This is an optimization exercise on Yosys and OpenROAD, whose aim is small area, a short achievable clock period and few clock cycles, not a production implementation.
Where RTL was checked, it was by simulation tests only, not by an equivalence proof against the original.
Function not checked in runs 4 and 5: the RTL went through the layout flow alone.
Power is estimated from default activity; no workload was simulated.

`flow/design.v`:
```
module gmc4_core (
    input  wire       clk,
    input  wire       rst,
    input  wire       cmd_valid,
    output wire       cmd_ready,
    input  wire [2:0] cmd_op,
    input  wire [7:0] cmd_addr,
    input  wire [3:0] cmd_data,
    output reg  [3:0] rdata,
    output reg  [4:0] step_delay,
    output reg  [3:0] reg_a,
    output reg  [3:0] reg_b,
    output reg  [3:0] reg_y,
    output reg  [3:0] reg_z,
    output reg  [6:0] pc,
    output reg        flag,
    output reg  [3:0] display,
    output reg  [6:0] leds,
    output reg  [4:0] sound,
    output reg        halted,
    output reg        waiting
);
    localparam [2:0] CMD_STEP  = 3'd0,
                     CMD_SET   = 3'd1,
                     CMD_GET   = 3'd2,
                     CMD_KEY   = 3'd3,
                     CMD_HALT  = 3'd4,
                     CMD_SOFT  = 3'd5,
                     CMD_HARD  = 3'd6,
                     CMD_START = 3'd7;
    localparam [4:0] SND_NONE  = 5'd0,
                     SND_END   = 5'd1,
                     SND_ERROR = 5'd2,
                     SND_SHORT = 5'd3,
                     SND_LONG  = 5'd4;
    reg  [511:0] mem;           
    reg  [3:0]   sh_a, sh_b, sh_y, sh_z;
    reg          key_valid;
    reg  [3:0]   key_val;
    reg          runlatch;
    reg          rdy;           
    reg  [4:0]   rs0, rs1, rs2, rs3;
    reg  [1:0]   rot;
    reg          get_oor;       
    assign cmd_ready = rdy;
    wire accept   = cmd_valid && rdy;
    wire hard_rst = rst || (accept && cmd_op == CMD_HARD);
    wire [127:0] bank0, bank1, bank2, bank3;
    genvar gi;
    generate
        for (gi = 0; gi < 32; gi = gi + 1) begin : g_bank
            assign bank0[4*gi +: 4] = mem[4*(4*gi+0) +: 4];
            assign bank1[4*gi +: 4] = mem[4*(4*gi+1) +: 4];
            assign bank2[4*gi +: 4] = mem[4*(4*gi+2) +: 4];
            assign bank3[4*gi +: 4] = mem[4*(4*gi+3) +: 4];
        end
    endgenerate
    wire [3:0] q0 = bank0[{rs0, 2'b00} +: 4];
    wire [3:0] q1 = bank1[{rs1, 2'b00} +: 4];
    wire [3:0] q2 = bank2[{rs2, 2'b00} +: 4];
    wire [3:0] q3 = bank3[{rs3, 2'b00} +: 4];
    reg  [3:0] op, n1, n2;
    always @(*) begin
        case (rot)
            2'd0: begin op = q0; n1 = q1; n2 = q2; end
            2'd1: begin op = q1; n1 = q2; n2 = q3; end
            2'd2: begin op = q2; n1 = q3; n2 = q0; end
            default: begin op = q3; n1 = q0; n2 = q1; end
        endcase
    end
    wire [63:0] win = mem[4*8'h50 +: 64];
    wire [3:0]  m   = win[{reg_y, 2'b00} +: 4];
    wire [3:0]  mem_5e = mem[4*8'h5E +: 4];
    wire [2:0]  mem_5f = mem[4*8'h5F +: 3];
    wire [4:0] sum_am = {1'b0, reg_a} + {1'b0, m};
    wire [4:0] dif_am = {1'b0, reg_a} - {1'b0, m};
    wire [4:0] sum_ai = {1'b0, reg_a} + {1'b0, n1};
    wire [4:0] sum_yi = {1'b0, reg_y} + {1'b0, n1};
    wire [5:0] dem_m    = (m > 4'd9) ? ({2'b00, m} - 6'd6) : {2'b00, m};
    wire [5:0] dem_d    = dem_m - {2'b00, reg_a};
    wire [5:0] dem_sub  = dem_d[5] ? (dem_d + 6'd10) : dem_d;
    wire [5:0] dep_s    = {2'b00, m} + {2'b00, reg_a};
    wire [5:0] dep_add  = (dep_s > 6'd9) ? (dep_s + 6'd6) : dep_s;
    wire is_step = accept && cmd_op == CMD_STEP;
    wire exec    = is_step && !halted && !(waiting && !key_valid);
    wire       is_set  = accept && cmd_op == CMD_SET && !cmd_addr[7];
    wire       win_we  = exec && (op == 4'h4 || (op == 4'hE && n1[3:1] == 3'b111));
    wire [3:0] win_wd  = (op == 4'h4) ? reg_a : (n1[0] ? dep_add[3:0] : dem_sub[3:0]);
    wire [3:0] set_wd  = hard_rst ? 4'hF : cmd_data;
    wire [3:0] wwin_wd = hard_rst ? 4'hF : ((cmd_op == CMD_SET) ? cmd_data : win_wd);
    wire [7:0]  set_hi;      
    wire [15:0] set_lo;      
    generate
        for (gi = 0; gi < 8; gi = gi + 1) begin : g_hi
            assign set_hi[gi] = hard_rst || (is_set && cmd_addr[6:4] == gi);
        end
        for (gi = 0; gi < 16; gi = gi + 1) begin : g_lo
            assign set_lo[gi] = hard_rst || (cmd_addr[3:0] == gi);
        end
    endgenerate
    generate
        for (gi = 0; gi < 128; gi = gi + 1) begin : g_cell
            if (gi >= 8'h50 && gi < 8'h60) begin : g_w
                wire we = (set_hi[gi / 16] && set_lo[gi % 16])
                          || (win_we && reg_y == (gi - 8'h50));
                always @(posedge clk)
                    if (we) mem[4*gi +: 4] <= wwin_wd;
            end else begin : g_n
                wire we = set_hi[gi / 16] && set_lo[gi % 16];
                always @(posedge clk)
                    if (we) mem[4*gi +: 4] <= set_wd;
            end
        end
    endgenerate
    wire ka_take = key_valid || runlatch;
    wire [6:0] pc1 = pc + 7'd1;
    wire [6:0] pc2 = pc + 7'd2;
    wire [6:0] pc3 = pc + 7'd3;
    wire [6:0] tgt = {n1[2:0], n2};
    reg  [6:0] npc;
    always @(*) begin
        if (op == 4'hF)
            npc = flag ? tgt : pc3;
        else if (op[3])
            npc = pc2;
        else if (op == 4'h0 && !ka_take)
            npc = pc;
        else
            npc = pc1;
    end
    function [19:0] rows;
        input [6:0] x;
        reg   [4:0] r0, r1;
        begin
            r0 = x[6:2];
            r1 = x[6:2] + 5'd1;
            rows = {r0,
                    (x[1:0] > 2'd2) ? r1 : r0,
                    (x[1:0] > 2'd1) ? r1 : r0,
                    (x[1:0] > 2'd0) ? r1 : r0};
        end
    endfunction
    wire [19:0] rows_pc  = rows(pc);
    wire [19:0] rows_pc1 = rows(pc1);
    wire [19:0] rows_pc2 = rows(pc2);
    wire [19:0] rows_pc3 = rows(pc3);
    wire [19:0] rows_tgt = rows(tgt);
    wire [19:0] rows_get = rows(cmd_addr[6:0]);
    reg  [19:0] nrows;
    always @(*) begin
        if (op == 4'hF)
            nrows = flag ? rows_tgt : rows_pc3;
        else if (op[3])
            nrows = rows_pc2;
        else if (op == 4'h0 && !ka_take)
            nrows = rows_pc;
        else
            nrows = rows_pc1;
    end
    always @(posedge clk) begin
        if (hard_rst) begin
            rdy        <= 1'b1;
            {rs3, rs2, rs1, rs0} <= 20'd0;
            rot        <= 2'd0;
            get_oor    <= 1'b0;
            reg_a      <= 4'd0;
            reg_b      <= 4'd0;
            reg_y      <= 4'd0;
            reg_z      <= 4'd0;
            sh_a       <= 4'd0;
            sh_b       <= 4'd0;
            sh_y       <= 4'd0;
            sh_z       <= 4'd0;
            pc         <= 7'd0;
            flag       <= 1'b1;
            display    <= 4'd0;
            leds       <= 7'd0;
            sound      <= SND_NONE;
            halted     <= 1'b0;
            waiting    <= 1'b0;
            key_valid  <= 1'b0;
            key_val    <= 4'd0;
            runlatch   <= 1'b0;
            rdata      <= 4'd0;
            step_delay <= 5'd0;
        end else if (!rdy) begin
            rdata <= get_oor ? 4'd0 : op;
            {rs3, rs2, rs1, rs0} <= rows_pc;
            rot   <= pc[1:0];
            rdy   <= 1'b1;
        end else if (accept) begin
            case (cmd_op)
                CMD_STEP: begin
                    step_delay <= 5'd0;
                    if (exec) begin
                        pc       <= npc;
                        {rs3, rs2, rs1, rs0} <= nrows;
                        rot      <= npc[1:0];
                        runlatch <= 1'b0;
                        flag     <= 1'b1;
                        case (op)
                            4'h0: begin   
                                if (ka_take) begin
                                    reg_a     <= key_valid ? key_val : 4'd0;
                                    key_valid <= 1'b0;
                                    flag      <= 1'b0;
                                    waiting   <= 1'b0;
                                end else begin
                                    waiting   <= 1'b1;
                                end
                            end
                            4'h1: display <= reg_a;                        
                            4'h2: begin                                      
                                reg_a <= reg_b;
                                reg_b <= reg_a;
                                reg_y <= reg_z;
                                reg_z <= reg_y;
                            end
                            4'h3: begin                                      
                                reg_a <= reg_y;
                                reg_y <= reg_a;
                            end
                            4'h4: ;                                          
                            4'h5: reg_a <= m;                                
                            4'h6: begin                                      
                                reg_a <= sum_am[3:0];
                                flag  <= sum_am[4];
                            end
                            4'h7: begin                                      
                                reg_a <= dif_am[3:0];
                                flag  <= dif_am[4];
                            end
                            4'h8: reg_a <= n1;                               
                            4'h9: begin                                      
                                reg_a <= sum_ai[3:0];
                                flag  <= sum_ai[4];
                            end
                            4'hA: reg_y <= n1;                               
                            4'hB: begin                                      
                                reg_y <= sum_yi[3:0];
                                flag  <= sum_yi[4];
                            end
                            4'hC: flag <= (reg_a != n1);                     
                            4'hD: flag <= (reg_y != n1);                     
                            4'hE: begin                                      
                                case (n1)
                                    4'h0: display <= 4'd0;                   
                                    4'h1: if (reg_y[2:0] != 3'd7)            
                                              leds[reg_y[2:0]] <= 1'b1;
                                    4'h2: if (reg_y[2:0] != 3'd7)            
                                              leds[reg_y[2:0]] <= 1'b0;
                                    4'h3: ;                                  
                                    4'h4: reg_a <= ~reg_a;                   
                                    4'h5: begin                              
                                        reg_a <= sh_a;  sh_a <= reg_a;
                                        reg_b <= sh_b;  sh_b <= reg_b;
                                        reg_y <= sh_y;  sh_y <= reg_y;
                                        reg_z <= sh_z;  sh_z <= reg_z;
                                    end
                                    4'h6: begin                              
                                        reg_a <= {1'b0, reg_a[3:1]};
                                        flag  <= ~reg_a[0];
                                    end
                                    4'h7: sound <= SND_END;                  
                                    4'h8: sound <= SND_ERROR;                
                                    4'h9: sound <= SND_SHORT;                
                                    4'hA: sound <= SND_LONG;                 
                                    4'hB: sound <= (reg_a >= 4'd1 && reg_a <= 4'd14)
                                                   ? {1'b1, reg_a} : SND_NONE;   
                                    4'hC: step_delay <= {1'b0, reg_a} + 5'd1;    
                                    4'hD: leds <= {mem_5f, mem_5e};          
                                    4'hE: reg_y <= reg_y - 4'd1;             
                                    4'hF: reg_y <= reg_y - 4'd1;             
                                endcase
                            end
                            default: ;                                       
                        endcase
                    end
                end
                CMD_GET: begin
                    {rs3, rs2, rs1, rs0} <= rows_get;
                    rot     <= cmd_addr[1:0];
                    get_oor <= cmd_addr[7];
                    rdy     <= 1'b0;
                end
                CMD_KEY: begin
                    key_valid <= 1'b1;
                    key_val   <= cmd_data;
                    waiting   <= 1'b0;
                end
                CMD_HALT: begin
                    halted  <= 1'b1;
                    waiting <= 1'b0;
                end
                CMD_SOFT: begin
                    pc      <= 7'd0;
                    {rs3, rs2, rs1, rs0} <= 20'd0;
                    rot     <= 2'd0;
                    halted  <= 1'b0;
                    waiting <= 1'b0;
                end
                CMD_START: runlatch <= cmd_data[0];
                default: ;   
            endcase
        end
    end
endmodule
```
`flow/flow/run.sh`:
```
#!/bin/bash
# Standard layout (the standard.sh: unchanged synthesis, floorplan, place,
# CTS, route), with the resizer's setup target tightened: repair_timing works
# until the setup slack is at least SETUP_SLACK_MARGIN. The clock period and
# the constraints stay the design's. Every port still gets a buffer (buf_2).
# CTS adds no dummy loads and clusters up to 25 sinks per leaf buffer.
# Each tool's output is in orfs/logs/.
set -euo pipefail
bash standard.sh SETUP_SLACK_MARGIN=7.25 \
  "BUFFER_PORTS_ARGS=-buffer_cell sky130_fd_sc_hd__buf_2" \
  "CTS_ARGS=-sink_clustering_enable -repair_clock_nets -dont_use_dummy_load -sink_clustering_size 25 -sink_clustering_max_diameter 80" \
  finish > standard.log 2>&1
```
`flow/standard.sh`:
```
#!/bin/bash
# synth_recipe.tcl (not shown) runs the flow's synth.tcl, then flattens the netlist and writes it again
# the make line also repeats each setting of config.mk as NAME=value (left out here)
make -C /OpenROAD-flow-scripts/flow DESIGN_CONFIG=/design/flow/config.mk WORK_HOME=/design/flow/orfs CLKGATE_MAP_FILE= SYNTH_SCRIPT=/design/flow/synth_recipe.tcl "${@:-finish}"
```
`flow/config.mk`:
```
export PLATFORM = sky130hd
export DESIGN_NAME = gmc4_core
export DESIGN_NICKNAME = gmc4_core
export VERILOG_FILES = /design/flow/design.v
export SDC_FILE = /design/flow/constraint.sdc
export NUM_CORES = 4
export LEC_CHECK = 0
export CAP_MARGIN = 20
export CORE_MARGIN = 2
export CORE_UTILIZATION = 60
export SLEW_MARGIN = 20
```
`flow/constraint.sdc`:
```
create_clock -name core_clock -period 12.0 [get_ports {clk}]
set_input_delay 2.4000 -clock core_clock [delete_from_list [all_inputs] [get_ports {clk}]]
set_output_delay 2.4000 -clock core_clock [all_outputs]
set_load 0.01 [all_outputs]
```
==> qor.csv, run 1 <==
metric,value,unit
status,"complete, no violations",
"most common cell after layout, fill and taps aside",edfxtp_1,
GRT Overall Usage,0.329,
total CTS buffers,31,
"FFs w/ async S/R, synth",0,
Tightest Pin Transition,1240,ps
syn nets,2223,
Comb power frac,0.257,
Worst Setup End Kind,flip-flop,
Mapped Area,29900,um2
"Area growth, synth to finish",8.40,%
path type of the worst min-delay path,reg2reg,
RSZ-0062 raised after global routing,no,
Worst setup startpoint,rs1[0]$_SDFFE_PP0P_,
DRT iter0 DRCs,2453,
area of the multi-input gates,12100,um2
Clk pwr share,0.220,
synthesized flop and latch total,609,
DRC,0,
core area,49100,um2
Root Buffer,clkbuf_16,
Max clock buf depth,3,
nets@finish,2256,
Internal Power,3380,uW
Routed WL,85100,um
vias in the first global route,18900,
Final Critical Period,4690,ps
ys flop type,edfxtp_1,
post-route clock period utilization,0.391,
RePlAce Congestion,0.990,
fmax,213,MHz
gate count of the mapped netlist,2153,
initial antenna violation count,2,
post-synth cell types,87,
via count,19900,
Yosys warnings,1,
CTS tree,done,
sequential area share after synthesis,0.579,
VDD IR max,134,uV
register share of total power,0.523,
post-route ant nets,0,
Die X,227,um
num ports,70,
DP Wirelength,57100,um
WS Path Type,reg2reg,
IO buf count,69,
die area,51700,um2
crit path max fanout,9,
syn avg cell area,13.9,um2
worst min-delay path startpoint,rdata[0]$_SDFFE_PP0N_,
hold_buf cts,0,
Leak,0.0105,uW
per-cell routed wire length,29.9,um
Fin. Hold Viols,0,
largest net degree at the start of global routing,113,
Critical Path RT,12550,ps
H-tree depth,1,
share of cells above drive strength 1,0.215,
NetSw,1510,uW
MaxCap Viol Count,0,
Fin Hold WS,456,ps
Worst setup SP type,flip-flop,
Final Max Slew Viols,0,
FF/Latch Area,17300,um2
Fill cells,3611,
vias per cell,6.98,
Fin Clk Skew,43.3,ps
first-pass GRT wire length,124000,um
clock sink count,609,
first drt pass iteration count,5,
Worst-Skew Late Latency,630,ps
"CTS clk-pin slew, worst paths",100,ps
Die Y,227,um
Congestion Overflow GR,0,
max_slew headroom,0.172,
most frequent cells in the layout,"512 x edfxtp_1, 256 x nor2_1, 193 x mux4_2",
Post-synth EDFFs,512,
data arrival at the endpoint of the critical path,5240,ps
Core Rows,81,
Power Total,4890,uW
Sw Share,0.309,
setup tns final,0,ps
Final Setup Violations,0,
Initial Util,0.610,
pwr/cell area,151,nW/um2
reg2reg start,rs1[0]$_SDFFE_PP0P_,
## what timing repair did
action	in CTS	in global routing
gates resized for setup	36	26
gates cloned	3	4
pin swaps	3	3
setup endpoints to repair	209	140
hold endpoints to repair	0	0
setup buffers	15	11
## flip-flops by register name, indices dropped and copies added (netlist names), 2 cells and up, named ones only
| register | count |
|---|---|
| mem | 512 |
| pc | 7 |
| rs0 | 5 |
| rs1 | 5 |
| rs2 | 5 |
| rs3 | 5 |
| sound | 5 |
| step_delay | 5 |
| display | 4 |
| key_val | 4 |
| rdata | 4 |
| reg_a | 4 |
| reg_b | 4 |
| reg_y | 4 |
| reg_z | 4 |
| sh_a | 4 |
| sh_b | 4 |
| sh_y | 4 |
| sh_z | 4 |
| rot | 2 |
## cell type report
cell class	instances	area share
Sequential cell	609	0.535
Timing Repair Buffer	150	0.0364
Multi-Input combinational cell	1345	0.374
Clock buffer	31	0.0239
Tap cell	664	0.0256
Antenna cell	2	0.000154
Inverter	49	0.00583
## synth_stat cells, drive strengths merged (8+ instances only)
| master | number | area, um2 |
|---|---|---|
| xor2 | 36 | 315 |
| nand2 | 110 | 413 |
| a21o | 14 | 105 |
| mux4 | 193 | 4350 |
| o211ai | 20 | 150 |
| clkbuf | 99 | 374 |
| dfxtp | 97 | 1940 |
| o21ai | 61 | 309 |
| ha | 47 | 588 |
| nor3 | 23 | 120 |
| a31oi | 20 | 125 |
| nand4 | 15 | 115 |
| nor2 | 259 | 975 |
| mux2i | 54 | 541 |
| a211o | 10 | 87.6 |
| o22ai | 20 | 125 |
| a22oi | 16 | 125 |
| mux2 | 20 | 225 |
| inv | 46 | 173 |
| nor4 | 10 | 68.8 |
| nand3 | 40 | 205 |
| xnor2 | 57 | 499 |
| a21oi | 120 | 604 |
| o221ai | 21 | 184 |
| buf | 54 | 279 |
| a221oi | 9 | 78.8 |
| a211oi | 35 | 293 |
| nor2b | 12 | 75.1 |
| a2111oi | 11 | 121 |
| edfxtp | 512 | 15400 |
| or3 | 8 | 50.1 |
## routing by layer
metal	track usage	vias to the layer above	wire length, um
li1	-	8461	-
met1	0.466	9989	33200
met2	0.522	1183	39500
met3	0.0472	248	8090
met4	0.132	2	4320
met5	0	-	12
## worst max-delay path, cell delays in order (launching register included)
cell	delay (ps)
dfxtp_2	470
buf_12	210
mux4_2	520
mux4_2	550
mux2_2	400
a22o_2	310
nor2_1	170
buf_6	190
clkinvlp_4	220
ha_1	340
a21o_1	180
a21oi_1	170
xnor2_1	130
a21oi_1	80
o211a_1	260
a31o_2	210
o31ai_1	180
## cells by family (layout without fill, tap and decap cells)
logic type,after synthesis,in the layout,share of synthesized area
AOI/OAI and AO/OA,415,415,0.0947
xor gates and xnor gates,93,93,0.0272
other,0,2,0
and+or+nand+nor,515,516,0.0772
adders and majority gates,52,52,0.0230
buffers and inverters,202,230,0.0280
DFF,609,609,0.579
muxes,267,269,0.171
## power by group through the flow
stage | clock network, uW | registers (uW) | logic (uW)
after CTS | 1100 | 2560 | 1180
after detailed placement | 0 | 2600 | 1130
after floorplan | 0 | 2540 | 792
final | 1080 | 2560 | 1260
after global placement | 0 | 2600 | 1120
after global routing | 1160 | 2570 | 1310
## final timing paths
kind                                              end  cells after the start  slack, ps
worst max-delay path            reg_y[3]$_SDFFE_PP0P_                     16       7310
worst min register to register  rdata[0]$_SDFFE_PP0N_                      2        460
worst min-delay path            rdata[0]$_SDFFE_PP0N_                      2        460
worst max register to register  reg_y[3]$_SDFFE_PP0P_                     16       7310
## metrics by stage
step                      setup slack, ps  cell area (um2)  cells   util
final                                7310            32400   2850  0.661
after global routing                 7230            32400   2848  0.661
after CTS                            7270            32000   2829  0.653
after detailed placement             6510            30900   2780  0.630
after global placement               6600            30900   2780  0.630
after floorplan                      7210            30000   2153      -
Testbench counts, summed over its fixed seeds: cycles 42,055.
==> run 2: changes to the inputs <==
--- a/flow/flow/run.sh
+++ b/flow/flow/run.sh
@@ -8,3 +8,3 @@
 set -euo pipefail
-bash standard.sh SETUP_SLACK_MARGIN=7.25 \
+bash standard.sh SETUP_SLACK_MARGIN=7.5 \
   "BUFFER_PORTS_ARGS=-buffer_cell sky130_fd_sc_hd__buf_2" \
==> run 2 against run 1 <==
Non-clock buffer count is 58 higher. Routed wire length is 2.2% higher. Area after synthesis stayed put. Critical path depth decreased by 2. Fmax grew 3.3%. Via count rose by 2.7%. Total power is 2.1% higher. Worst hold slack worse by 4.3 ps. Register-to-register slack gained 150 ps. Clock power about the same. Global-route usage increased by 0.69 points. Clock skew is 11 ps higher. Critical endpoint is now flag$_SDFFE_PP1P_.
==> qor.csv, run 2 <==
metric,value,unit,change
synthesized flop and latch total,609,,unchanged
Routed WL,87000,um,was 85100 um
DRC,0,,unchanged
crit path max fanout,8,,was 9
Congestion Overflow GR,0,,unchanged
data arrival at the endpoint of the critical path,5070,ps,was 5240 ps
Power Total,4990,uW,was 4890 uW
sequential area share after synthesis,0.579,,unchanged
syn avg cell area,13.9,um2,unchanged
Final Setup Violations,0,,unchanged
Synth Area in Simple Gates,0.0772,,unchanged
NetSw,1550,uW,was 1510 uW
xor/xnor share of the synthesized area,0.0272,,unchanged
most frequent cells in the layout,"512 x edfxtp_1, 252 x nor2_1, 193 x mux4_2",,"was 512 x edfxtp_1, 256 x nor2_1, 193 x mux4_2"
Top Registers,"mem x512, pc x7",,unchanged
Leak,0.0108,uW,was 0.0105 uW
Largest register FFs,512,,unchanged
"CTS clk-pin slew, worst paths",80,ps,was 100 ps
worst hold path depth,2,,unchanged
DP Wirelength,58600,um,was 57100 um
"Area growth, synth to finish",10.4,%,was 8.40%
Root Buffer,clkbuf_16,,unchanged
vias in the first global route,19200,,was 18900
Worst-Skew Late Latency,650,ps,was 630 ps
H-tree depth,1,,unchanged
first-pass GRT wire length,126000,um,was 124000 um
Register-to-Register Path Depth,14,,was 16
max_slew headroom,0.229,,was 0.172
share of cells above drive strength 1,0.252,,was 0.215
core area,49100,um2,unchanged
WS Path Type,reg2reg,,unchanged
Core Rows,81,,unchanged
Area contributors post-synth,"edfxtp_1 51%, mux4_2 15%, dfxtp_1 6.5%",,unchanged
Post-synth EDFFs,512,,unchanged
total CTS buffers,31,,unchanged
Worst setup startpoint,rs2[1]$_SDFFE_PP0P_,,was rs1[0]$_SDFFE_PP0P_
DRT iter0 DRCs,3037,,was 2453
Yosys warnings,1,,unchanged
reg2reg start,rs2[1]$_SDFFE_PP0P_,,was rs1[0]$_SDFFE_PP0P_
main combinational cell family by area after synthesis,multiplexers,,unchanged
nets@finish,2315,,was 2256
Initial Util,0.610,,unchanged
gate count of the mapped netlist,2153,,unchanged
Worst Setup End Kind,flip-flop,,unchanged
IO buf count,69,,unchanged
RePlAce Congestion,1.04,,was 0.990
pwr/cell area,151,nW/um2,about the same
Comb power frac,0.271,,was 0.257
vias per cell,7.02,,was 6.98
clock sink count,609,,unchanged
first drt pass iteration count,7,,was 5
Tightest Pin Transition,1160,ps,was 1240 ps
Die X,227,um,unchanged
Adder-Cell Fraction of Synth Area,0.0230,,unchanged
Die Y,227,um,unchanged
register share of total power,0.512,,was 0.523
worst reg2reg path endpoint,flag$_SDFFE_PP1P_,,was reg_y[3]$_SDFFE_PP0P_
initial antenna violation count,1,,was 2
post-route cell area,33000,um2,was 32400 um2
CTS tree,done,,unchanged
post-route ant nets,0,,unchanged
ys flop type,edfxtp_1,,unchanged
RSZ-0062 raised after global routing,yes,,was no
post-synth cell types,87,,unchanged
Mapped Area,29900,um2,unchanged
most common cell in the netlist,edfxtp_1,,unchanged
Synth area leader,edfxtp_1,,unchanged
Synth top area share,0.514,,unchanged
path type of the worst min-delay path,reg2reg,,unchanged
"Most flops, register",mem,,unchanged
syn nets,2223,,unchanged
dpl cell area,31000,um2,was 30900 um2
Fin Clk Skew,54.5,ps,was 43.3 ps
GRT Overall Usage,0.336,,was 0.329
Util after Layout,0.673,,was 0.661
die area,51700,um2,unchanged
Clk pwr share,0.217,,was 0.220
Worst setup SP type,flip-flop,,unchanged
Critical Path RT,12530,ps,was 12550 ps
setup tns final,0,ps,unchanged
Worst setup endpoint,flag$_SDFFE_PP1P_,,was reg_y[3]$_SDFFE_PP0P_
via count,20400,,was 19900
num ports,70,,unchanged
"FFs w/ async S/R, synth",0,,unchanged
Sw Share,0.311,,was 0.309
"most common cell after layout, fill and taps aside",edfxtp_1,,unchanged
Internal Power,3440,uW,was 3380 uW
post-route clock period utilization,0.378,,was 0.391
r2r setup slk,7460,ps,was 7310 ps
largest net degree at the start of global routing,84,,was 113
Max clock buf depth,3,,unchanged
Final Max Slew Viols,0,,unchanged
mux cell area share after synthesis,0.171,,unchanged
VDD IR max,173,uV,was 134 uV
Fin. Hold Viols,0,,unchanged
MaxCap Viol Count,0,,unchanged
Final Critical Period,4540,ps,was 4690 ps
fmax,220,MHz,was 213 MHz
per-cell routed wire length,29.9,um,about the same
Synth top cells by count,"512 x edfxtp_1, 258 x nor2_1, 193 x mux4_2, 119 x a21oi_1, 110 x nand2_1",,unchanged
status,"complete, no violations",,unchanged
Synth Area in Compound Gates,0.0947,,unchanged
[run 2: critical path, stage by stage (launching register included)]
cell and delay (ps):
dfxtp_4 460, bufbuf_16 320, mux4_2 510, mux4_2 550
mux2i_2 400, mux4_2 410, inv_1 270, ha_1 440
a21o_1 130, a21oi_1 70, nand2_1 70, a21oi_1 70
a211oi_1 460, nor3_1 120, a32oi_1 170
[run 2: final cells by class]
cell class / count / area, um2
tap: 664 / 831
inverter: 49 / 189
fill: 3515 / 16000
sequential: 609 / 17300
clock buffer: 31 / 776
multi-input combinational: 1346 / 12300
antenna: 1 / 2.50
timing repair buffer: 208 / 1590
[run 2: per-stage QoR]
step,std cells,worst slack (ps),hold slack [ps]
3_3_place_gp,2781,6530,436
6_report,2908,7460,452
3_5_place_dp,2784,6370,441
4_1_cts,2853,7480,452
5_1_grt,2907,7340,477
2_1_floorplan,2153,7200,451
[run 2: how the worst min path moves through the flow]
stage	to	from
after CTS	sound[3]$_SDFFE_PP0P_	sound[3]$_SDFFE_PP0P_
after detailed placement	sound[3]$_SDFFE_PP0P_	sound[3]$_SDFFE_PP0P_
after floorplan	sh_y[0]$_SDFFE_PP0P_	sh_y[0]$_SDFFE_PP0P_
after global routing	sound[3]$_SDFFE_PP0P_	sound[3]$_SDFFE_PP0P_
final	sound[3]$_SDFFE_PP0P_	sound[3]$_SDFFE_PP0P_
after global placement	sound[3]$_SDFFE_PP0P_	sound[3]$_SDFFE_PP0P_
[run 2: timing repair]
action | in CTS | in global routing
gates cloned | 5 | 4
endpoints found under the setup margin | 276 | 214
resized for setup | 46 | 59
pin swaps | 6 | 18
hold buffers | 0 | 0
setup buffers | 33 | 48
[run 2: power groups by stage]
stage                     logic, uW  clock network [uW]  registers, uW
final                          1360                1080           2560
after global routing           1410                1160           2570
after CTS                      1210                1100           2550
after detailed placement       1130                   0           2600
after global placement         1110                   0           2600
after floorplan                 797                   0           2540
[run 2: cells by family (layout without fill, tap and decap cells)]
family                   after synthesis  count (layout)
flip-flops                           609             609
AND/OR/NAND/NOR                      515             517
AO/OA/AOI/OAI                        415             415
multiplexers                         267             269
buffers and inverters                202             288
XOR/XNOR                              93              93
adder cells (fa/ha/maj)               52              52
other                                  0               1
[run 2: per-layer routing]
metal,track usage,part of all wire,up-vias
met5,0,0.00018,-
met4,0.130,0.050,2
met3,0.0627,0.10,279
met2,0.528,0.46,1359
met1,0.472,0.38,10200
li1,-,-,8589
==> run 3: changes to the inputs <==
--- a/flow/config.mk
+++ b/flow/config.mk
@@ -9,3 +9,3 @@
 export CORE_MARGIN = 2
-export CORE_UTILIZATION = 60
+export CORE_UTILIZATION = 65
 export SLEW_MARGIN = 20
==> run 3 against run 2 <==
Still clean. Sequential power about the same. Synthesized cell count unchanged. Count of clock-buffer cells in the layout unchanged. Total power about the same. Worst setup slack better by 44 ps. Critical endpoint is now mem[331]$_DFFE_PP_.
==> qor.csv, run 3 <==
metric,value,unit,change
"CTS clk-pin slew, worst paths",90,ps,was 80 ps
Final Max Slew Viols,0,,unchanged
path type of the worst min-delay path,reg2reg,,unchanged
"most common cell after layout, fill and taps aside",edfxtp_1,,unchanged
worst hold path depth,2,,unchanged
worst reg2reg path endpoint,mem[331]$_DFFE_PP_,,was flag$_SDFFE_PP1P_
nets@finish,2300,,was 2315
syn nets,2223,,unchanged
GRT Overall Usage,0.360,,was 0.336
ys flop type,edfxtp_1,,unchanged
Max clock buf depth,3,,unchanged
total CTS buffers,31,,unchanged
Synth Area in Compound Gates,0.0947,,unchanged
pwr/cell area,152,nW/um2,was 151 nW/um2
Core Rows,78,,was 81
Mapped Area,29900,um2,unchanged
mux cell area share after synthesis,0.171,,unchanged
worst min-delay path startpoint,sound[3]$_SDFFE_PP0P_,,unchanged
VDD IR max,128,uV,was 173 uV
Post-synth EDFFs,512,,unchanged
MaxCap Viol Count,0,,unchanged
xor/xnor share of the synthesized area,0.0272,,unchanged
DRC,0,,unchanged
Fin Hold WS,456,ps,was 452 ps
Congestion Overflow GR,0,,unchanged
H-tree depth,1,,unchanged
Fin. Hold Viols,0,,unchanged
vias in the first global route,19500,,was 19200
main combinational cell family by area after synthesis,multiplexers,,unchanged
post-route clock period utilization,0.375,,was 0.378
Initial Util,0.659,,was 0.610
Synth area leader,edfxtp_1,,unchanged
data arrival at the endpoint of the critical path,4950,ps,was 5070 ps
via count,20500,,was 20400
Critical Path RT,12450,ps,was 12530 ps
"Area growth, synth to finish",10.2,%,was 10.4%
status,"complete, no violations",,unchanged
gate count of the mapped netlist,2153,,unchanged
num ports,70,,unchanged
"Most flops, register",mem,,unchanged
sequential area share after synthesis,0.579,,unchanged
Worst setup SP type,flip-flop,,unchanged
most common cell in the netlist,edfxtp_1,,unchanged
Routed WL,86900,um,was 87000 um
Synth Area in Simple Gates,0.0772,,unchanged
fmax,222,MHz,was 220 MHz
RePlAce Congestion,1.00,,was 1.04
post-placement setup slack,5890,ps,was 6370 ps
Largest register FFs,512,,unchanged
first drt pass iteration count,5,,was 7
post-route cell area,33000,um2,about the same
"FFs w/ async S/R, synth",0,,unchanged
DP Wirelength,56800,um,was 58600 um
Fin Clk Skew,53.9,ps,was 54.5 ps
r2r setup slk,7500,ps,was 7460 ps
clock sink count,609,,unchanged
CTS tree,done,,unchanged
crit path max fanout,8,,unchanged
Yosys warnings,1,,unchanged
share of cells above drive strength 1,0.249,,was 0.252
Final Critical Period,4500,ps,was 4540 ps
WS Path Type,reg2reg,,unchanged
synthesized flop and latch total,609,,unchanged
post-route setup slack,7500,ps,was 7460 ps
Die Y,219,um,was 227 um
Final Setup Violations,0,,unchanged
most frequent cells in the layout,"512 x edfxtp_1, 252 x nor2_1, 193 x mux4_2",,unchanged
syn avg cell area,13.9,um2,unchanged
Die X,219,um,was 227 um
IO buf count,69,,unchanged
Worst-Skew Late Latency,630,ps,was 650 ps
Ant. Diodes,0,,was 1
RSZ-0062 raised after global routing,yes,,unchanged
Leak,0.0108,uW,about the same
core area,45400,um2,was 49100 um2
Synth top area share,0.514,,unchanged
Root Buffer,clkbuf_16,,unchanged
reg2reg start,reg_y[0]$_SDFFE_PP0P_,,was rs2[1]$_SDFFE_PP0P_
vias per cell,7.23,,was 7.02
Tightest Pin Transition,1150,ps,was 1160 ps
Top Registers,"mem x512, pc x7",,unchanged
max_slew headroom,0.233,,was 0.229
die area,47700,um2,was 51700 um2
post-synth cell types,87,,unchanged
Synth top cells by count,"512 x edfxtp_1, 258 x nor2_1, 193 x mux4_2, 119 x a21oi_1, 110 x nand2_1",,unchanged
worst hold path endpoint,sound[3]$_SDFFE_PP0P_,,unchanged
Area contributors post-synth,"edfxtp_1 51%, mux4_2 15%, dfxtp_1 6.5%",,unchanged
initial antenna violation count,1,,unchanged
dpl cell area,30900,um2,was 31000 um2
per-cell routed wire length,30.7,um,was 29.9 um
Worst Setup End Kind,flip-flop,,unchanged
Util after Layout,0.726,,was 0.673
setup tns final,0,ps,unchanged
largest net degree at the start of global routing,89,,was 84
Register-to-Register Path Depth,14,,unchanged
Adder-Cell Fraction of Synth Area,0.0230,,unchanged
first-pass GRT wire length,126000,um,about the same
post-route ant nets,0,,unchanged
DRT iter0 DRCs,2921,,was 3037
## run 3: cell count changes in the layout (fill, tap and decap cells not counted), moves of 3 or more
cell and delta:
clkbuf_4 -3, mux2i_1 -5, inv_2 -4, buf_4 -15, o21ai_2 +3, clkbuf_16 +4, mux2i_4 +4
## run 3: worst max path at each step
stage | slack (ps) | depth (start not counted) | end | from
finish | 7500 | 14 | mem[331]$_DFFE_PP_ | reg_y[0]$_SDFFE_PP0P_
global route | 7410 | 14 | mem[331]$_DFFE_PP_ | reg_y[0]$_SDFFE_PP0P_
global placement | 5570 | 8 | rs2[1]$_SDFFE_PP0P_ | cmd_op[1]
CTS | 7410 | 11 | rs2[1]$_SDFFE_PP0P_ | rs3[1]$_SDFFE_PP0P_
detailed placement | 5890 | 8 | rs2[1]$_SDFFE_PP0P_ | cmd_op[1]
floorplan | 7200 | 12 | reg_a[1]$_SDFFE_PP0P_ | cmd_op[2]
## run 3: cell type report
class	instances	area, um2
Sequential cell	609	17300
Timing Repair Buffer	193	1510
Clock buffer	31	776
Inverter	49	194
Tap cell	600	751
Multi-Input combinational cell	1346	12400
Fill cell	2914	12400
## run 3: kinds of logic (layout without fill, tap and decap cells)
family	Yosys count	after routing
xor gates and xnor gates	93	93
AOI/OAI and AO/OA	415	416
muxes	267	269
and+or+nand+nor	515	516
adders and majority gates	52	52
DFF	609	609
buffers and inverters	202	273
## run 3: worst max-delay path, stage by stage, from the launching register on
cell	delay (ps)
dfxtp_4	370
buf_12	120
buf_4	120
mux4_2	530
mux4_2	600
ha_4	320
a2bb2oi_2	170
ha_4	230
xor2_2	150
ha_2	190
or4_1	520
a31oi_1	200
mux2i_1	100
o211ai_1	460
buf_4	280
## run 3: power by group
group	internal, uW	switching [uW]	total, uW	leakage (uW)
clock network	457	621	1080	0.000382
logic	511	844	1350	0.00490
registers	2470	91.5	2560	0.00551
total	3440	1560	4990	0.0108
## run 3: repair_timing
item | in CTS | in global routing
pin swaps | 8 | 4
gates cloned | 3 | 6
hold buffers | 0 | 0
buffers inserted | 21 | 45
endpoints found under the setup margin | 659 | 215
resized for setup | 45 | 79
## run 3: metal layers
metal / wire length [um] / track usage / up-vias / part of all wire
li1: - / - / 8554 / -
met1: 32700 / 0.504 / 10300 / 0.38
met2: 40900 / 0.570 / 1375 / 0.47
met3: 9460 / 0.0704 / 265 / 0.11
met4: 3840 / 0.132 / 2 / 0.044
met5: 12 / 0 / - / 0.00014
## run 3: per-stage QoR
stage | power (uW) | instances
CTS | 4840 | 2777
finish | 4990 | 2828
detailed placement | 3730 | 2722
global route | 5130 | 2828
floorplan | 3340 | 2153
global placement | 3710 | 2722
==> run 4: changes to the inputs <==
--- a/flow/design.v
+++ b/flow/design.v
@@ -86,16 +86,7 @@
     wire       is_set  = accept && cmd_op == CMD_SET && !cmd_addr[7];
-    wire       win_we  = exec && (op == 4'h4 || (op == 4'hE && n1[3:1] == 3'b111));
-    wire [3:0] win_wd  = (op == 4'h4) ? reg_a : (n1[0] ? dep_add[3:0] : dem_sub[3:0]);
+    wire       win_op  = (op == 4'h4) || (op == 4'hE && n1[3:1] == 3'b111);
+    wire [3:0] win_wd  = !win_op ? m :
+                         (op == 4'h4) ? reg_a : (n1[0] ? dep_add[3:0] : dem_sub[3:0]);
     wire [3:0] set_wd  = hard_rst ? 4'hF : cmd_data;
     wire [3:0] wwin_wd = hard_rst ? 4'hF : ((cmd_op == CMD_SET) ? cmd_data : win_wd);
-    wire [7:0]  set_hi;      
-    wire [15:0] set_lo;      
-    generate
-        for (gi = 0; gi < 8; gi = gi + 1) begin : g_hi
-            assign set_hi[gi] = hard_rst || (is_set && cmd_addr[6:4] == gi);
-        end
-        for (gi = 0; gi < 16; gi = gi + 1) begin : g_lo
-            assign set_lo[gi] = hard_rst || (cmd_addr[3:0] == gi);
-        end
-    endgenerate
     generate
@@ -103,4 +94,4 @@
             if (gi >= 8'h50 && gi < 8'h60) begin : g_w
-                wire we = (set_hi[gi / 16] && set_lo[gi % 16])
-                          || (win_we && reg_y == (gi - 8'h50));
+                wire we = hard_rst || (is_set && cmd_addr[6:0] == gi)
+                          || (exec && reg_y == (gi - 8'h50));
                 always @(posedge clk)
@@ -108,3 +99,3 @@
             end else begin : g_n
-                wire we = set_hi[gi / 16] && set_lo[gi % 16];
+                wire we = hard_rst || (is_set && cmd_addr[6:0] == gi);
                 always @(posedge clk)
@@ -115,5 +106,11 @@
     wire ka_take = key_valid || runlatch;
-    wire [6:0] pc1 = pc + 7'd1;
-    wire [6:0] pc2 = pc + 7'd2;
-    wire [6:0] pc3 = pc + 7'd3;
+    wire [4:0] p0 = pc[6:2];
+    wire [4:0] p1 = p0 + 5'd1;
+    wire [4:0] p2 = p0 + 5'd2;
+    wire [2:0] l1 = {1'b0, pc[1:0]} + 3'd1;
+    wire [2:0] l2 = {1'b0, pc[1:0]} + 3'd2;
+    wire [2:0] l3 = {1'b0, pc[1:0]} + 3'd3;
+    wire [6:0] pc1 = {l1[2] ? p1 : p0, l1[1:0]};
+    wire [6:0] pc2 = {l2[2] ? p1 : p0, l2[1:0]};
+    wire [6:0] pc3 = {l3[2] ? p1 : p0, l3[1:0]};
     wire [6:0] tgt = {n1[2:0], n2};
@@ -130,20 +127,23 @@
     end
-    function [19:0] rows;
-        input [6:0] x;
-        reg   [4:0] r0, r1;
+    function [19:0] rows_of;
+        input [1:0] lo;
+        input [1:0] k;
+        input [4:0] r0, r1, r2;
+        integer b;
+        reg [3:0] t;
         begin
-            r0 = x[6:2];
-            r1 = x[6:2] + 5'd1;
-            rows = {r0,
-                    (x[1:0] > 2'd2) ? r1 : r0,
-                    (x[1:0] > 2'd1) ? r1 : r0,
-                    (x[1:0] > 2'd0) ? r1 : r0};
+            for (b = 0; b < 4; b = b + 1) begin
+                t = {2'b00, lo} + {2'b00, k} + 4'd3 - b;
+                rows_of[5*b +: 5] = t[3] ? r2 : (t[2] ? r1 : r0);
+            end
         end
     endfunction
-    wire [19:0] rows_pc  = rows(pc);
-    wire [19:0] rows_pc1 = rows(pc1);
-    wire [19:0] rows_pc2 = rows(pc2);
-    wire [19:0] rows_pc3 = rows(pc3);
-    wire [19:0] rows_tgt = rows(tgt);
-    wire [19:0] rows_get = rows(cmd_addr[6:0]);
+    wire [4:0]  t1  = tgt[6:2] + 5'd1;
+    wire [4:0]  g1  = cmd_addr[6:2] + 5'd1;
+    wire [19:0] rows_pc  = rows_of(pc[1:0], 2'd0, p0, p1, p2);
+    wire [19:0] rows_pc1 = rows_of(pc[1:0], 2'd1, p0, p1, p2);
+    wire [19:0] rows_pc2 = rows_of(pc[1:0], 2'd2, p0, p1, p2);
+    wire [19:0] rows_pc3 = rows_of(pc[1:0], 2'd3, p0, p1, p2);
+    wire [19:0] rows_tgt = rows_of(tgt[1:0], 2'd0, tgt[6:2], t1, t1);
+    wire [19:0] rows_get = rows_of(cmd_addr[1:0], 2'd0, cmd_addr[6:2], g1, g1);
     reg  [19:0] nrows;
==> flow/flow/run.sh (replaced) <==
#!/bin/bash
# Standard layout (the standard.sh: unchanged synthesis, floorplan, place,
# CTS, route), with the resizer's setup target tightened: repair_timing works
# until the setup slack is at least SETUP_SLACK_MARGIN. The clock period and
# the constraints stay the design's. Each tool's output is in orfs/logs/.
set -euo pipefail
bash standard.sh SETUP_SLACK_MARGIN=7.5 finish > standard.log 2>&1
--- a/flow/config.mk
+++ b/flow/config.mk
@@ -9,3 +9,3 @@
 export CORE_MARGIN = 2
-export CORE_UTILIZATION = 65
+export CORE_UTILIZATION = 60
 export SLEW_MARGIN = 20
==> run 4 against run 3 <==
Utilization is 1.6 points lower. Via count is 6.4% higher. Clock power is 78% higher. First-iteration DRC count is 10% higher. Die area is 11% higher. Sequential power is 2% lower. Worst hold slack better by 14 ps. Global-route usage is 0.68 points lower. Fmax is 0.97% lower. Cell area is 8.5% higher. Total power is 14% higher. Sequential share of layout area is 4.1 points lower.
==> qor.csv, run 4 <==
metric,value,unit,change
RePlAce Congestion,0.936,,was 1.00
gate count of the mapped netlist,2255,,was 2153
initial antenna violation count,5,,was 1
per-cell routed wire length,31.0,um,was 30.7 um
DRC,0,,unchanged
Non-Filler Instances,3071,,was 2828
r2r setup slk,7530,ps,was 7500 ps
dpl cell area,31800,um2,was 30900 um2
fmax,220,MHz,was 222 MHz
data arrival at the endpoint of the critical path,4870,ps,was 4950 ps
setup tns final,0,ps,unchanged
crit path max fanout,8,,unchanged
worst reg2reg path endpoint,rs2[4]$_SDFFE_PP0P_,,was mem[331]$_DFFE_PP_
post-route clock period utilization,0.378,,was 0.375
path type of the worst min-delay path,reg2reg,,unchanged
first-pass GRT wire length,137000,um,was 126000 um
syn avg cell area,13.6,um2,was 13.9 um2
Top Registers,"mem x512, pc x7",,unchanged
Worst-Skew Late Latency,680,ps,was 630 ps
MaxCap Viol Count,0,,unchanged
Final Setup Violations,0,,unchanged
reg2reg start,rs0[1]$_SDFFE_PP0P_,,was reg_y[0]$_SDFFE_PP0P_
Root Buffer,clkbuf_16,,unchanged
num ports,70,,unchanged
vias in the first global route,20800,,was 19500
RSZ-0062 raised after global routing,yes,,unchanged
Worst setup SP type,input pin,,was flip-flop
Yosys warnings,1,,unchanged
status,"complete, no violations",,unchanged
Fin Clk Skew,43.9,ps,was 53.9 ps
critical path depth,6,,was 14
Synth top cells by count,"512 x edfxtp_1, 190 x mux4_2, 176 x o21ai_0, 154 x nand2_1, 132 x nor2_1",,"was 512 x edfxtp_1, 258 x nor2_1, 193 x mux4_2, 119 x a21oi_1, 110 x nand2_1"
Register-to-Register Path Depth,14,,unchanged
vias per cell,7.09,,was 7.23
nets@finish,2424,,was 2300
Util after Layout,0.710,,was 0.726
Tightest Pin Transition,979,ps,was 1150 ps
VDD IR max,142,uV,was 128 uV
max_slew headroom,0.343,,was 0.233
H-tree depth,2,,was 1
WS Path Type,in2reg,,was reg2reg
Leak,0.0114,uW,was 0.0108 uW
ys flop type,edfxtp_1,,unchanged
Synth top area share,0.500,,was 0.514
Max clock buf depth,3,,unchanged
"CTS clk-pin slew, worst paths",60,ps,was 90 ps
die area,53000,um2,was 47700 um2
largest net degree at the start of global routing,85,,was 89
Crit path max-delay family,simple AND/OR/NAND/NOR gates,,was multiplexers
max incr delay on CP,580,ps,was 600 ps
Worst setup startpoint,cmd_op[0],,was reg_y[0]$_SDFFE_PP0P_
"Cell Chain, Critical Path",dlygate4sd2_1 -> or3b_2 -> nor3_4 -> and2_1 -> nand2_1 -> o211ai_1,,was buf_12 -> buf_4 -> mux4_2 -> mux4_2 -> ha_4 -> a2bb2oi_2 -> ha_4 -> xor2_2 -> ha_2 -> or4_1 -> a31oi_1 -> mux2i_1 -> o211ai_1 -> buf_4
Final Critical Period,4540,ps,was 4500 ps
core area,50400,um2,was 45400 um2
via count,21800,,was 20500
Worst path slowest cell,or3b_2,,was mux4_2
pwr/cell area,159,nW/um2,was 152 nW/um2
Area contributors post-synth,"edfxtp_1 50%, mux4_2 14%, dfxtp_1 6.3%",,"was edfxtp_1 51%, mux4_2 15%, dfxtp_1 6.5%"
Die X,230,um,was 219 um
"most common cell after layout, fill and taps aside",edfxtp_1,,unchanged
"FFs w/ async S/R, synth",0,,unchanged
Core Rows,82,,was 78
Critical Path RT,12330,ps,was 12450 ps
post-synth cell types,86,,was 87
sequential area share after synthesis,0.564,,was 0.579
DP Wirelength,59200,um,was 56800 um
DRT iter0 DRCs,3222,,was 2921
clock sink count,609,,unchanged
synthesized flop and latch total,609,,unchanged
Congestion Overflow GR,0,,unchanged
Post-synth EDFFs,512,,unchanged
post-route ant nets,0,,unchanged
CTS tree,done,,unchanged
Mapped Area,30700,um2,was 29900 um2
"Area growth, synth to finish",16.4,%,was 10.2%
Routed WL,95200,um,was 86900 um
Die Y,230,um,was 219 um
most common cell in the netlist,edfxtp_1,,unchanged
GRT Overall Usage,0.353,,was 0.360
Largest register FFs,512,,unchanged
first drt pass iteration count,8,,was 5
post-route cell area,35800,um2,was 33000 um2
Final Max Slew Viols,0,,unchanged
number of buffers and inverters on the critical path,1,,was 3
Worst Setup End Kind,flip-flop,,unchanged
syn nets,2335,,was 2223
Initial Util,0.610,,was 0.659
Worst setup endpoint,mem[356]$_DFFE_PP_,,was mem[331]$_DFFE_PP_
Synth area leader,edfxtp_1,,unchanged
share of cells above drive strength 1,0.245,,was 0.249
most frequent cells in the layout,"512 x edfxtp_1, 190 x mux4_2, 138 x nand2_1",,"was 512 x edfxtp_1, 252 x nor2_1, 193 x mux4_2"
total CTS buffers,61,,was 31
"Most flops, register",mem,,unchanged
DP Cell Count,2856,,was 2722
IO buf count,69,,unchanged
Fin. Hold Viols,0,,unchanged
run 4: cell count changes in the layout (fill, tap and decap cells not counted), moves of 15 or more:
cell / delta
nand2_1: +31
clkinv_1: +15
o21ai_1: +70
buf_2: -69
nor2_1: -128
clkbuf_16: +30
o21ai_0: +16
o211ai_1: +18
clkdlybuf4s50_1: +64
o21ai_2: +30
run 4: layout make-up:
type / instances / area [um2]
timing repair buffer: 194 / 2110
sequential: 609 / 17300
inverter: 55 / 208
fill: 3396 / 14600
clock buffer: 72 / 1580
clock inverter: 44 / 455
tap: 672 / 841
antenna: 2 / 5.00
multi-input combinational: 1423 / 13200
run 4: worst min-delay path by stage:
stage                                     from                          to  cells past startpoint
finish              step_delay[4]$_SDFFE_PP0P_  step_delay[4]$_SDFFE_PP0P_                      2
global route        step_delay[4]$_SDFFE_PP0P_  step_delay[4]$_SDFFE_PP0P_                      2
CTS                 step_delay[4]$_SDFFE_PP0P_  step_delay[4]$_SDFFE_PP0P_                      2
detailed placement  step_delay[4]$_SDFFE_PP0P_  step_delay[4]$_SDFFE_PP0P_                      2
global placement         rdata[0]$_SDFFE_PP0N_       rdata[0]$_SDFFE_PP0N_                      2
floorplan                 sh_z[1]$_SDFFE_PP0P_       reg_z[1]$_SDFFE_PP0P_                      2
run 4: timing repair:
| action | CTS | global route |
|---|---|---|
| hold buffers | 0 | 0 |
| pin swaps | 19 | 15 |
| setup buffers | 41 | 38 |
| gates resized for setup | 178 | 119 |
| cloned | 14 | 4 |
| endpoints found under the setup margin | 931 | 819 |
run 4: through the flow:
stage	setup WS (ps)	power [uW]	hold WS, ps
finish	7460	5670	470
global route	7370	5830	499
CTS	7510	5560	477
detailed placement	5970	3580	467
global placement	6020	3570	455
floorplan	7380	3250	454
run 4: worst reg2reg max path, stage by stage (launching register included):
cell,delay [ps]
dfxtp_4,400
bufbuf_16,330
mux4_2,550
mux4_2,530
mux2_2,350
mux4_2,550
ha_1,340
inv_1,100
a21oi_4,90
buf_12,140
nor4b_2,240
xnor2_1,200
a211oi_2,120
a211oi_2,320
o21a_1,150
run 4: logic make-up (layout without fill, tap and decap cells):
group           after synthesis  count (layout)  share of synthesized area
xor+xnor                     92              92                     0.0262
mux                         267             270                      0.165
simple gates                455             460                     0.0686
flops                       609             609                      0.564
fa+ha+maj                    62              62                     0.0265
other cells                   0               2                          0
buf+inv                     231             365                     0.0349
compound gates              539             539                      0.115
run 4: where the power goes:
group / switching, uW / internal, uW / total, uW
clock: 842 / 1080 / 1920
combinational: 755 / 470 / 1220
sequential: 78.8 / 2440 / 2520
run 4: metal layers:
metal / vias to the layer above / track usage / routed length, um
met5: - / 0 / 32
li1: 9107 / - / -
met1: 10800 / 0.481 / 35000
met4: 6 / 0.154 / 4380
met3: 314 / 0.0764 / 11200
met2: 1544 / 0.554 / 44600
==> run 5: changes to the inputs <==
--- a/flow/flow/run.sh
+++ b/flow/flow/run.sh
@@ -6,2 +6,2 @@
 set -euo pipefail
-bash standard.sh SETUP_SLACK_MARGIN=7.5 finish > standard.log 2>&1
+bash standard.sh SETUP_SLACK_MARGIN=8 finish > standard.log 2>&1
==> run 5 against run 4 <==
Still clean on timing, DRC and antenna. Area after synthesis unchanged. Via count up 5.2%. Count of clock-buffer cells in the layout up 1. Global-route usage up 1.5 points. Fmax up 3.9%. Cell count up 3.8%. First-iteration DRC count down 2.1%. Worst hold slack better by 4.6 ps. Critical path depth up 10. Largest cell class unchanged. Largest power group unchanged.
==> qor.csv, run 5 <==
metric,value,unit,change
status,"complete, no violations",,unchanged
most common cell in the netlist,edfxtp_1,,unchanged
Fin. Hold Viols,0,,unchanged
share of cells above drive strength 1,0.390,,was 0.245
synthesized flop and latch total,609,,unchanged
Initial Util,0.610,,unchanged
worst hold path depth,2,,unchanged
Synth top area share,0.500,,unchanged
Worst setup SP type,flip-flop,,was input pin
Yosys warnings,1,,unchanged
Ant. Diodes,0,,was 2
Top Registers,"mem x512, pc x7",,unchanged
sequential area share after synthesis,0.564,,unchanged
Synth top cells by count,"512 x edfxtp_1, 190 x mux4_2, 176 x o21ai_0, 154 x nand2_1, 132 x nor2_1",,unchanged
initial antenna violation count,2,,was 5
Congestion Overflow GR,0,,unchanged
Fin Hold WS,475,ps,was 470 ps
Util after Layout,0.787,,was 0.710
setup tns final,0,ps,unchanged
syn avg cell area,13.6,um2,unchanged
DP Wirelength,60100,um,was 59200 um
nets@finish,2550,,was 2424
data arrival at the endpoint of the critical path,4860,ps,was 4870 ps
H-tree depth,2,,unchanged
MaxCap Viol Count,0,,unchanged
fmax,229,MHz,was 220 MHz
ys flop type,edfxtp_1,,unchanged
Root Buffer,clkbuf_16,,unchanged
Final Setup Violations,0,,unchanged
path type of the worst min-delay path,reg2reg,,unchanged
Die X,230,um,unchanged
Max clock buf depth,3,,unchanged
Mapped Area,30700,um2,unchanged
Largest register FFs,512,,unchanged
syn nets,2335,,unchanged
Final Critical Period,4370,ps,was 4540 ps
IO buf count,69,,unchanged
VDD IR max,205,uV,was 142 uV
Die Y,230,um,unchanged
Routed WL,101000,um,was 95200 um
met2 global-route usage,0.583,,was 0.554
RSZ-0062 raised after global routing,yes,,unchanged
"CTS clk-pin slew, worst paths",70,ps,was 60 ps
clock sink count,609,,unchanged
Non-Filler Instances,3188,,was 3071
num ports,70,,unchanged
hold_buf cts,0,,unchanged
pwr/cell area,152,nW/um2,was 159 nW/um2
Area contributors post-synth,"edfxtp_1 50%, mux4_2 14%, dfxtp_1 6.3%",,unchanged
DRT iter0 DRCs,3155,,was 3222
area of the multi-input gates,15600,um2,was 13200 um2
"Most flops, register",mem,,unchanged
GRT met3 Usage,0.0805,,was 0.0764
Tightest Pin Transition,1060,ps,was 979 ps
Leak,0.0128,uW,was 0.0114 uW
FF/Latch Area,17400,um2,was 17300 um2
"Area growth, synth to finish",29.1,%,was 16.4%
Post-synth EDFFs,512,,unchanged
Fill cells,2793,,was 3396
Worst Setup End Kind,flip-flop,,unchanged
DRC,0,,unchanged
largest net degree at the start of global routing,112,,was 85
first-pass GRT wire length,144000,um,was 137000 um
Power Total,6030,uW,was 5670 uW
die area,53000,um2,unchanged
met1 Usage GRT,0.501,,was 0.481
most frequent cells in the layout,"512 x edfxtp_1, 192 x mux4_2, 160 x buf_4",,"was 512 x edfxtp_1, 190 x mux4_2, 138 x nand2_1"
Critical Path RT,12490,ps,was 12330 ps
total CTS buffers,60,,was 61
vias in the first global route,21800,,was 20800
gate count of the mapped netlist,2255,,unchanged
DP Cell Count,2862,,was 2856
post-route ant nets,0,,unchanged
crit path max fanout,8,,unchanged
vias per cell,7.18,,was 7.09
core area,50400,um2,unchanged
"most common cell after layout, fill and taps aside",edfxtp_1,,unchanged
Core Rows,82,,unchanged
RePlAce Congestion,1.02,,was 0.936
Synth area leader,edfxtp_1,,unchanged
GR peak layer,met2,,unchanged
per-cell routed wire length,31.8,um,was 31.0 um
GRT Overall Usage,0.368,,was 0.353
max_slew headroom,0.285,,was 0.343
WS Path Type,reg2reg,,was in2reg
CTS tree,done,,unchanged
via count,22900,,was 21800
Final Max Slew Viols,0,,unchanged
Register-to-Register Path Depth,16,,was 14
post-synth cell types,86,,unchanged
post-route clock period utilization,0.364,,was 0.378
"FFs w/ async S/R, synth",0,,unchanged
Worst-Skew Late Latency,650,ps,was 680 ps
first drt pass iteration count,9,,was 8
Fin Clk Skew,27.3,ps,was 43.9 ps
==> run 5: power breakdown <==
group | switching, uW | total, uW | internal (uW)
Sequential | 78.9 | 2520 | 2440
Clock | 845 | 1910 | 1060
Combinational | 922 | 1600 | 675
==> run 5: final cells by class <==
class,instances,area share
Tap cell,672,0.0212
Inverter,55,0.00555
Clock buffer,73,0.0404
Timing Repair Buffer,325,0.0920
Clock inverter,35,0.00962
Sequential cell,609,0.439
Multi-Input combinational cell,1419,0.393
==> run 5: final timing paths <==
kind,from,to,slack [ps]
worst max-delay path,rs2[1]$_SDFFE_PP0P_,reg_y[3]$_SDFFE_PP0P_,7630
worst min-delay path,step_delay[4]$_SDFFE_PP0P_,step_delay[4]$_SDFFE_PP0P_,470
worst max register to register,rs2[1]$_SDFFE_PP0P_,reg_y[3]$_SDFFE_PP0P_,7630
worst min register to register,step_delay[4]$_SDFFE_PP0P_,step_delay[4]$_SDFFE_PP0P_,470
==> run 5: routing by layer <==
layer / vias to the layer above / share of wire / routed length, um
li1: 9335 / - / -
met1: 11400 / 0.37 / 37200
met2: 1694 / 0.47 / 47300
met3: 451 / 0.11 / 11000
met4: 2 / 0.057 / 5780
met5: - / 0.00011 / 11
==> run 5: repair_timing <==
item                                   in CTS  in global routing
setup endpoints to repair                1085                528
gates cloned                               14                  9
pin swaps                                  58                113
endpoints found under the hold margin       0                  0
resized for setup                         278                229
buffers inserted                          111                 84
==> run 5: kinds of logic after synthesis <==
family / Yosys count / synth area share
buf+inv: 231 / 0.0349
fa+ha+maj: 62 / 0.0265
simple gates: 455 / 0.0686
xor+xnor: 92 / 0.0262
flops: 609 / 0.564
compound gates: 539 / 0.115
mux: 267 / 0.165
==> run 5: per-stage QoR <==
| step | setup WS, ps | area (um2) |
|---|---|---|
| after detailed placement | 5900 | 33400 |
| after global placement | 5960 | 33400 |
| final | 7630 | 39700 |
| after CTS | 7730 | 37800 |
| after floorplan | 7470 | 32600 |
| after global routing | 7570 | 39700 |
==> run 5: critical path, stage by stage (launching register included) <==
cell	delay (ps)
dfxtp_4	460
buf_6	140
buf_16	140
mux4_2	540
mux4_2	510
mux2_4	300
mux4_2	610
buf_6	190
ha_4	200
a21o_1	160
a21oi_2	170
xnor2_1	80
nand2_1	80
o21ai_2	70
a32o_2	290
a21oi_2	160
a31oi_1	120

## afterwards: timing with drivers on the ports
The flow's constraints put no driver on any port. The routed layouts listed below were extracted and timed again, unchanged, in two steps.
Step 1 assumes that a clkbuf_16 drives the clock port and a buf_2 every other input.
Step 2 times the ports against the registers' clock, not the clock port: input delays grow and output delays shrink by t, the midpoint of the rising clock arrivals with the driver on.
Three values: ideal ports, drivers, drivers and shift; two values: the first two.
run	t (ns)	setup slack, ns	worst hold slack (ns)	worst setup path at the end	cell pins on the clock port's net
run 1	0.669	7.308 / 7.308 / 6.749	0.456 / 0.456 / 0.456	input to register	1
run 2	0.683	7.458 / 7.458 / 6.824	0.452 / 0.452 / 0.452	input to register	1
run 3	0.657	7.503 / 7.503 / 6.898	0.456 / 0.456 / 0.456	input to register	1
run 4	0.714	7.459 / 7.481 / 6.785	0.470 / 0.470 / 0.470	input to register	1
run 5	0.699	7.627 / 7.627 / 7.189	0.475 / 0.475 / 0.475	input to register	1
After both steps setup and hold are still met in every run listed. For run 4, which loses most, drivers alone change the setup slack by +0.022 ns; drivers and shift together by -0.674 ns.
